This is an optimization exercise on Yosys and OpenROAD, whose aim is small area, a short achievable clock period and few clock cycles per item, not a production implementation. Only simulation tests tie the RTL to the original design; equivalence was not proved.

### design/flow/design.v
module ladder_filter (
    input  wire        clk,
    input  wire        rst,         
    input  wire        cfg_we,
    input  wire [1:0]  cfg_addr,
    input  wire [31:0] cfg_data,
    input  wire        in_valid,
    output wire        in_ready,
    input  wire [31:0] in_x,
    input  wire [31:0] in_env,
    input  wire [31:0] in_fm,
    output reg         out_valid,
    output wire [31:0] out_y
);
    localparam signed [31:0] ONE      = 32'sd65536;
    localparam signed [31:0] C_M095   = -32'sd62259;      
    localparam signed [31:0] FC_MIN   = 32'sd327680;      
    localparam signed [31:0] FC_MAX   = 32'sd1300561920;  
    localparam signed [31:0] C_FXK    = 32'sd68866;
    localparam signed [31:0] C_N0     = 32'sd30;
    localparam signed [31:0] C_N1     = 32'sd405813;
    localparam signed [31:0] C_D1     = 32'sd809917;
    localparam signed [31:0] C_D2     = 32'sd289383;
    localparam signed [31:0] C_K6     = 32'sd471773984;
    localparam signed [31:0] C_K5     = 32'sd382585517;
    localparam signed [31:0] C_K4     = 32'sd31226140;
    localparam signed [31:0] C_K3     = 32'sd40301764;
    localparam signed [31:0] C_K2     = 32'sd14016267;
    localparam signed [31:0] C_K1     = 32'sd1114033;
    localparam signed [31:0] C_INV17  = 32'sd3855;
    localparam signed [31:0] C_4_27   = 32'sd9709;
    localparam signed [31:0] C_HPA    = 32'sd1386;
    localparam signed [31:0] SAT_LIM  = 32'sd98304;       
    localparam signed [31:0] CUT_RST  = 32'sd52428800;    
    localparam signed [31:0] M_K5     = -C_K5;
    localparam signed [31:0] M_K4     = -C_K4;
    localparam signed [31:0] M_ONE    = -ONE;
    localparam signed [19:0] M_4_27   = -20'sd9709;
    reg [13:0] ph;         
    reg        v_cur;      
    reg        v_prev;     
    wire busy = v_cur | (v_prev & ~ph[13]);
    assign in_ready = ~busy | ph[13];
    wire accept = in_valid & in_ready;
    reg signed [31:0] cutoff, rs, rs1, envmod, fmamt;
    reg signed [31:0] y1, y2, y3, y4, hp;
    reg signed [31:0] A, B, X, F1, F2, G, LO;
    reg        [14:0] fx;
    reg        [19:0] nd;      
    reg        [18:0] den;
    reg        [14:0] b0;
    assign out_y = G;
    wire [13:0] ph_n     = (rst | accept) ? 14'd1 : {ph[12:0], ph[13]};
    wire        v_cur_n  = ~rst & (accept | (~ph[13] & v_cur));
    wire        v_prev_n = ~rst & (accept ? (ph[13] & v_cur) : (ph[13] ? v_cur : v_prev));
    wire        busy_n   = v_cur_n | (v_prev_n & ~ph_n[13]);
    wire [13:0] ws_n     = ph_n & {14{busy_n}};
    reg  [13:0] ws;        
    reg         wlo;       
    reg g_wa_a, g_wa_b, g_wa_g, g_wa_f1, g_wb_fx, g_wb_y4;
    reg g_na_f1, g_na_a, g_nb_b0, g_nb_fx, g_nadd_y4;
    always @(posedge clk) begin
        ws        <= ws_n;
        wlo       <= ~busy_n;
        g_wa_a    <= ws_n[0] | ws_n[7] | ws_n[11];
        g_wa_b    <= ws_n[1] | ws_n[2];
        g_wa_g    <= ws_n[3] | ws_n[12];
        g_wa_f1   <= ws_n[4] | ws_n[10] | ws_n[13];
        g_wb_fx   <= ws_n[5] | ws_n[6] | ws_n[7] | ws_n[8];
        g_wb_y4   <= ws_n[9] | ws_n[10] | ws_n[12];
        g_na_f1   <= ph_n[0] | ph_n[2] | ph_n[6] | ph_n[11];
        g_na_a    <= ph_n[4] | ph_n[8] | ph_n[9] | ph_n[10] | ph_n[13];
        g_nb_b0   <= ph_n[0] | ph_n[2] | ph_n[6];
        g_nb_fx   <= ph_n[5] | ph_n[7] | ph_n[8] | ph_n[9] | ph_n[10];
        g_nadd_y4 <= ph_n[6] | ph_n[11];
    end
    wire [31:0] wa =
          ({32{g_wa_a}}   & A)
        | ({32{g_wa_b}}   & B)
        | ({32{g_wa_g}}   & G)
        | ({32{g_wa_f1}}  & F1)
        | ({32{ws[9]}}    & y4)
        | ({32{wlo}}      & cutoff)
        | ({32{ws[5]}}    & C_D2)
        | ({32{ws[6]}}    & C_D1)
        | ({32{ws[8]}}    & C_N1);
    wire [31:0] wb =
          ({32{ws[0]}}                   & envmod)
        | ({32{ws[1]}}                   & fmamt)
        | ({32{ws[2]}}                   & cutoff)
        | ({32{ws[3]}}                   & rs1)
        | ({32{ws[4]}}                   & {17'd0, b0})
        | ({32{g_wb_fx}}                & {17'd0, fx})
        | ({32{g_wb_y4}}                & y4)
        | ({32{ws[11]}}                  & rs)
        | ({32{ws[13]}}                  & C_HPA)
        | ({32{wlo}}                     & C_M095);
    wire [31:0] wadd =
          ({32{ws[4]}}  & y3)
        | ({32{ws[6]}}  & ONE)
        | ({32{ws[7]}}  & M_K4)
        | ({32{ws[8]}}  & C_N0)
        | ({32{ws[13]}} & hp);
    wire signed [31:0] mw;
    ladder_bmac #(.WB(32)) u_w (.a(wa), .b(wb), .addrow({wadd, 16'd0}), .cin(1'b0), .r(mw));
    wire [17:0] fxk = {3'd0, fx} + C_K6[17:0];    
    wire [31:0] na =
          ({32{g_na_f1}}                         & F1)
        | ({32{ph[1]}}                          & rs)
        | ({32{g_na_a}}                          & A)
        | ({32{ph[5]}}                          & {C_K6[31:18], fxk})
        | ({32{ph[7]}}                          & {12'd0, nd})
        | ({32{ph[12]}}                         & F2);
    wire [19:0] nb =
          ({20{g_nb_b0}}                         & {5'd0, b0})
        | ({20{ph[1]}}                          & G[19:0])
        | ({20{ph[4]}}                          & C_FXK[19:0])
        | ({20{g_nb_fx}}                         & {5'd0, fx})
        | ({20{ph[11]}}                         & M_4_27)
        | ({20{ph[12]}}                         & F1[19:0])
        | ({20{ph[13]}}                         & C_INV17[19:0]);
    wire [31:0] nadd =
          ({32{ph[1]}}  & ONE)
        | ({32{ph[2]}}  & y2)
        | ({32{ph[5]}}  & M_K5)
        | ({32{g_nadd_y4}} & y4)
        | ({32{ph[7]}}  & {13'd0, den})
        | ({32{ph[8]}}  & C_K3)
        | ({32{ph[9]}}  & C_K2)
        | ({32{ph[10]}} & C_K1)
        | ({32{ph[12]}} & ~hp)
        | ({32{ph[13]}} & M_ONE);
    wire [15:0] nlow = {16{ph[11] | ph[12]}};
    wire signed [31:0] mn;
    ladder_bmac #(.WB(20)) u_n (.a(na), .b(nb), .addrow({nadd, nlow}), .cin(ph[12]), .r(mn));
    function signed [31:0] smax(input signed [31:0] a, input signed [31:0] b);
        smax = (a > b) ? a : b;
    endfunction
    function signed [31:0] smin(input signed [31:0] a, input signed [31:0] b);
        smin = (a < b) ? a : b;
    endfunction
    wire signed [31:0] fmterm = (fmamt != 32'sd0) ? (B >>> 1) : 32'sd0;
    wire signed [31:0] fc_sum = cutoff + A + fmterm;
    wire signed [31:0] off_v  = smin(smax(A, LO), cutoff <<< 2);
    wire signed [31:0] fc_v   = smin(smax(fc_sum, FC_MIN), FC_MAX);
    wire sat_hi = (y4 >= SAT_LIM);
    wire sat_lo = (y4 <= -SAT_LIM);
    wire signed [31:0] sat_v  = sat_hi ? ONE : sat_lo ? -ONE : mn;
    wire signed [31:0] p1_v   = X - y1 + y2 - F1;
    wire signed [31:0] y1_n   = y1 + (F1 <<< 1);
    wire signed [31:0] p2_v   = (F1 <<< 1) + y1 - (y2 <<< 1) + y3;
    wire signed [31:0] p3_v   = y2 - (y3 <<< 1) + y4;
    wire signed [31:0] p4_v   = y3 - (y4 <<< 1);
    reg [19:0] r0, r1, r2, r3;
    reg [2:0]  qb;
    always @(*) begin
        r0 = nd;
        r1 = {r0[18:0], 1'b0}; qb[2] = (r1 >= {1'b0, den}); if (qb[2]) r1 = r1 - {1'b0, den};
        r2 = {r1[18:0], 1'b0}; qb[1] = (r2 >= {1'b0, den}); if (qb[1]) r2 = r2 - {1'b0, den};
        r3 = {r2[18:0], 1'b0}; qb[0] = (r3 >= {1'b0, den}); if (qb[0]) r3 = r3 - {1'b0, den};
    end
    wire div_en = ph[9] | ph[10] | ph[11] | ph[12] | ph[13];
    always @(posedge clk) begin
        if (rst) begin
            ph        <= ph_n;
            v_cur     <= v_cur_n;
            v_prev    <= v_prev_n;
            out_valid <= 1'b0;
            cutoff    <= CUT_RST;
            rs        <= 32'sd0;
            rs1       <= ONE;
            envmod    <= 32'sd0;
            fmamt     <= 32'sd0;
            y1        <= 32'sd0;
            y2        <= 32'sd0;
            y3        <= 32'sd0;
            y4        <= 32'sd0;
            hp        <= 32'sd0;
        end else begin
            out_valid <= ws[12] & v_prev;
            if (cfg_we) begin
                case (cfg_addr)
                    2'd0: cutoff <= cfg_data;
                    2'd1: begin rs <= cfg_data; rs1 <= cfg_data + ONE; end
                    2'd2: envmod <= cfg_data;
                    2'd3: fmamt  <= cfg_data;
                endcase
            end
            ph     <= ph_n;
            v_cur  <= v_cur_n;
            v_prev <= v_prev_n;
            if (ph[1]  & v_prev) y1 <= y1_n;
            if (ph[2]  & v_prev) y2 <= mn;
            if (ws[4]  & v_prev) y3 <= mw;
            if (ph[6]  & v_prev) y4 <= mn;
            if (ws[13] & v_cur)  hp <= mw;
            if (wlo) LO <= mw;
            if (accept)               A <= in_env;
            else if (ws[0] | ws[7])   A <= mw;
            else if (ph[1])           A <= off_v;
            else if (ph[3])           A <= fc_v;
            else if (ph[5] | ph[8] | ph[9] | ph[10]) A <= mn;
            if (accept)               B <= in_fm;
            else if (ws[1] | ws[2])   B <= mw;
            if (accept) X <= in_x;
            if (ws[9] | ws[10])              F1 <= mw;
            else if (ph[0] | ph[12])         F1 <= mn;
            else if (ph[11])                 F1 <= sat_v;
            else if (ph[1])                  F1 <= p2_v;
            else if (ph[3])                  F1 <= p3_v;
            else if (ph[5])                  F1 <= p4_v;
            else if (ph[13])                 F1 <= p1_v;
            if (ws[11]) F2 <= mw;
            if (ws[3])                G <= mw;
            else if (ws[12])          G <= mw <<< 1;
            else if (ph[1] | ph[13])  G <= mn;
            if (ph[4]) fx <= mn[30:16];
            if (ws[5])                nd <= mw[19:0];
            else if (ws[8])           nd <= {mw[18:0], 1'b0};
            else if (div_en)          nd <= r3;
            if (ws[6])                den <= mw[18:0];
            else if (ph[7])           den <= mn[18:0];
            if (div_en) b0 <= {b0[11:0], qb};
        end
    end
endmodule
module ladder_bmac #(parameter WB = 32) (
    input  wire [31:0] a,
    input  wire [WB-1:0] b,
    input  wire [47:0] addrow,
    input  wire        cin,
    output wire [31:0] r
);
    localparam NR = WB / 2;
    function [47:0] kconst(input integer n);
        integer i;
        begin
            kconst = 48'd0;
            for (i = 0; i < n; i = i + 1)
                kconst = kconst - (48'd1 << (32 + 2 * i));
        end
    endfunction
    wire [WB:0] bx = {b, 1'b0};
    wire [32:0] ax = {a[31], a};
    wire [32:0] a2 = {a, 1'b0};
    wire [47:0] acc [0:NR];
    wire [47:0] negv;
    assign acc[0] = addrow + {47'd0, cin} + kconst(NR);
    genvar i;
    generate
        for (i = 0; i < NR; i = i + 1) begin : g_row
            wire one = bx[2*i] ^ bx[2*i+1];
            wire two = (bx[2*i+2] & ~bx[2*i+1] & ~bx[2*i]) | (~bx[2*i+2] & bx[2*i+1] & bx[2*i]);
            wire neg = bx[2*i+2];
            wire [32:0] pp = (({33{one}} & ax) | ({33{two}} & a2)) ^ {33{neg}};
            wire [47:0] row = {{(15){1'b0}}, ~pp[32], pp[31:0]} << (2 * i);
            assign negv[2*i]   = neg;
            assign negv[2*i+1] = 1'b0;
            assign acc[i+1] = acc[i] + row;
        end
    endgenerate
    assign negv[47:2*NR] = {(48 - 2 * NR){1'b0}};
    wire [47:0] s = acc[NR] + negv;
    assign r = s[47:16];
endmodule
### design/flow/run.sh
#!/bin/bash
# synth_recipe.tcl (not shown) runs the flow's synth.tcl, then flattens the netlist and writes it again
# the make line also repeats each setting of config.mk as NAME=value (left out here)
make -C /OpenROAD-flow-scripts/flow DESIGN_CONFIG=/design/flow/config.mk WORK_HOME=/design/flow/orfs CLKGATE_MAP_FILE= SYNTH_SCRIPT=/design/flow/synth_recipe.tcl finish
### design/flow/config.mk
export PLATFORM = sky130hd
export DESIGN_NAME = ladder_filter
export DESIGN_NICKNAME = ladder_filter
export VERILOG_FILES = /design/flow/design.v
export SDC_FILE = /design/flow/constraint.sdc
export NUM_CORES = 4
export LEC_CHECK = 0
export CAP_MARGIN = 30
export CORE_MARGIN = 2
export CORE_UTILIZATION = 40
export SLEW_MARGIN = 30
### design/flow/constraint.sdc
create_clock -name core_clock -period 20.0 [get_ports {clk}]
set_input_delay 4.0000 -clock core_clock [delete_from_list [all_inputs] [get_ports {clk}]]
set_output_delay 4.0000 -clock core_clock [all_outputs]
set_load 0.01 [all_outputs]
==> flow_metrics.env <==
export IMPL_outcome="finished clean"
export IMPL_htreeDepth=3
export IMPL_dp_worst_setup_slack_ns=8.94
export IMPL_dieHeight_um=491
export IMPL_detail_route_wl_per_cell_um=36.9
export IMPL_root_buffer="clkbuf_16"
export IMPL_finalNonFillerCells=15000
export IMPL_core_area_um2=236000
export IMPL_synth_top_area_share_pct=17.7
export IMPL_worstReg2RegStart="ws[3]"
export IMPL_seq_area_um2=15700
export IMPL_cts_tree="done"
export IMPL_cts_hold_buffers_added=0
export IMPL_cp_start_kind="register"
export IMPL_setup_slack_ns=8.92
export IMPL_first_iter_violations=19000
export IMPL_synth_flop_cell="dfxtp_1"
export IMPL_die_area_um2=241000
export IMPL_worstMarginPinSlew_ns=1.27
export IMPL_cpPeakStageDelay_ns=0.75
export IMPL_critical_path_class="register to register"
export IMPL_antenna_left=0
export IMPL_fmax_mhz=90.2
export IMPL_drc=0
export IMPL_rsz0062_at_grt="false"
export IMPL_vias_per_cell=7.01
export IMPL_stdcell_area_um2=103000
export IMPL_antenna_found_initial=55
export IMPL_final_common_cell="a21oi_1"
export IMPL_routed_wl_um=554000
export IMPL_final_nets=13300
export IMPL_num_vias=105000
export IMPL_reg2reg_to="G[29]"
export IMPL_synth_nets=13800
export IMPL_ys_types=103
export IMPL_syn_to_final_growth_pct=8.71
export IMPL_grt_usage_pct=44.2
export IMPL_finalCritPeriodShare_pct=55.4
export IMPL_cts_setup_buffers=0
export IMPL_clkTransAtPathRegs_ns=0.06
export IMPL_ios=168
export IMPL_nFillCells=23900
export IMPL_synth_seq_area_share_pct=16.6
export IMPL_syn_area_um2=95000
export IMPL_fin_crit_ns=11.08
export IMPL_timing_slew_headroom_pct=15.6
export IMPL_dp_hpwl_um=417000
export IMPL_most_common_layout_cells="a21oi_1, inv_1, o21ai_0, nand2_1, fa_1"
export IMPL_fin_worst_skew_ns=0.0892
export IMPL_reg2regPathDepth=30
export IMPL_arrival_ns=11.51
export IMPL_min_path_type="register to register"
export IMPL_clkSinkCount=639
export IMPL_postPlaceCellArea_um2=100000
export IMPL_grt_pass1_vias=97300
export IMPL_min_to="envmod[27]"
export IMPL_end_kind="register"
export IMPL_report_final_slew_viol_count=0
export IMPL_worstSkewPairLatency_ns=0.78
export IMPL_clockBufferDepth=3
export IMPL_worstPathRequired_ns=20.43
export IMPL_finalHoldViolCount=0
export IMPL_cts_buffers=80
export IMPL_ys_top_cells_by_area="fa_1, edfxtp_1, a21oi_1"
export IMPL_critPathSlowestCell="o21ai_1"
export IMPL_dp_cells=14900
export IMPL_port_buffers=167
export IMPL_cp_max_fo=43
export IMPL_synth_edff_count=293
export IMPL_cts_resized_gates=0
export IMPL_place_gp_congestion=1.05
export IMPL_layout_drive_gt1_share_pct=7.02
export IMPL_grt_max_degree=135
export IMPL_dr_pass1_iters=14
export IMPL_yosys_warnings=3
export IMPL_ys_ff_latch=639
export IMPL_finalCoreUtilization_pct=43.8
export IMPL_setup_violations_final=0
export IMPL_row_count=178
export IMPL_multiInputGateArea_um2=71100
export IMPL_avgSynthCellArea_um2=7.72
export IMPL_setup_tns_ns=0
export IMPL_whs_path_depth=2
export IMPL_synth_async_sr_flop_share_pct=0
export IMPL_grt_overflow_total=0
export IMPL_grt_pass1_wl_um=769000
export IMPL_dieWidth_um=491
export IMPL_max_cap_violations=0
export IMPL_hp_start="envmod[27]"
export IMPL_syn_inst=12300
export IMPL_r2r_slack_ns=8.92
export IMPL_yosysTopAreaCell="fa_1"
export IMPL_start_util_pct=40.3
==> per-layer routing <==
metal	GRT usage [%]	wire length (µm)	up-vias
met5	0.0992	233	-
met4	26.5	40700	34
met3	16.2	82300	1756
met2	62.4	224000	8790
met1	57.1	207000	51600
li1	-	-	43300
==> layout make-up <==
cell class | instances | area share [%]
Clock inverter | 34 | 0.436
Tap cell | 3150 | 3.82
Antenna cell | 26 | 0.0630
Clock buffer | 114 | 2.29
Inverter | 1172 | 4.26
Multi-Input combinational cell | 9283 | 68.9
Sequential cell | 639 | 15.2
Timing Repair Buffer | 622 | 5.02
==> stage by stage <==
| step | hold WS [ns] |
|---|---|
| 4_1_cts | 0.456 |
| 3_5_place_dp | 0.448 |
| 2_1_floorplan | 0.431 |
| 5_1_grt | 0.483 |
| 3_3_place_gp | 0.442 |
| 6_report | 0.456 |
==> worst max-delay path, delay by kind of cell, from the launching register on <==
kind / cells / cell delay, ns
AOI/OAI and AO/OA: 7 / 2.32
xor gates and xnor gates: 1 / 0.39
adders and majority gates: 7 / 3.59
buffers and inverters: 7 / 1.20
DFF: 1 / 0.50
and+or+nand+nor: 8 / 2.66
==> cell usage after synthesis (293+ instances only) <==
cell type / number
clkbuf_1: 1059
nor2_1: 582
o22ai_1: 503
o21ai_0: 1157
inv_1: 1162
a21oi_1: 1432
edfxtp_1: 293
xnor2_1: 307
o221ai_1: 449
nand2_1: 1114
dfxtp_1: 346
ha_1: 559
fa_1: 838
==> cells by family (layout without fill, tap and decap cells) <==
logic type	after synthesis	in the layout	share of synthesized area (%)
AO/OA/AOI/OAI	4778	4778	31.5
AND/OR/NAND/NOR	2568	2568	12.2
flip-flops	639	639	16.6
other	1	27	0.00395
adder cells (fa/ha/maj)	1409	1409	25.2
multiplexers	86	86	0.953
buffers and inverters	2373	1942	9.43
XOR/XNOR	441	441	4.11
==> how the worst max path moves through the flow <==
stage,startpoint,end,depth (start not counted),slack [ns]
detailed placement,ws[3],nd[13],30,8.94
floorplan,wlo,F1[30],34,11.71
global route,ws[3],G[29],30,8.70
CTS,ws[3],G[25],29,8.95
global placement,ws[3],nd[13],32,8.88
finish,ws[3],G[29],30,8.92
Testbench counts, summed over its fixed seeds: cycles 35,960, samples 2,560.

[what the ideal ports hide]
No port has a modelled driver above. Below, the same layout with a new extraction and two added sets of constraints. Step 1 sets driving cells, clkbuf_16 on the clock port and buf_2 on the other inputs (assumed; they add their load-dependent delay and slew). Step 2 adds t to the input delays and takes it off the output delays; t is the mean of the earliest and latest rising clock arrival at the registers after step 1. Input paths then give back, and output paths get back, about the clock's delay inside the block. a / b / c = ideal ports / drivers / drivers and shift; a / b = the first two.
t, ns: 0.819
setup slack, ns: 8.916 / 8.916 / 8.916
hold slack, ns: 0.456 / 0.456 / 0.456
After both steps setup and hold are still met in this run. The setup slack of this run moves by 0.000 ns with the drivers and by 0.000 ns with both steps.
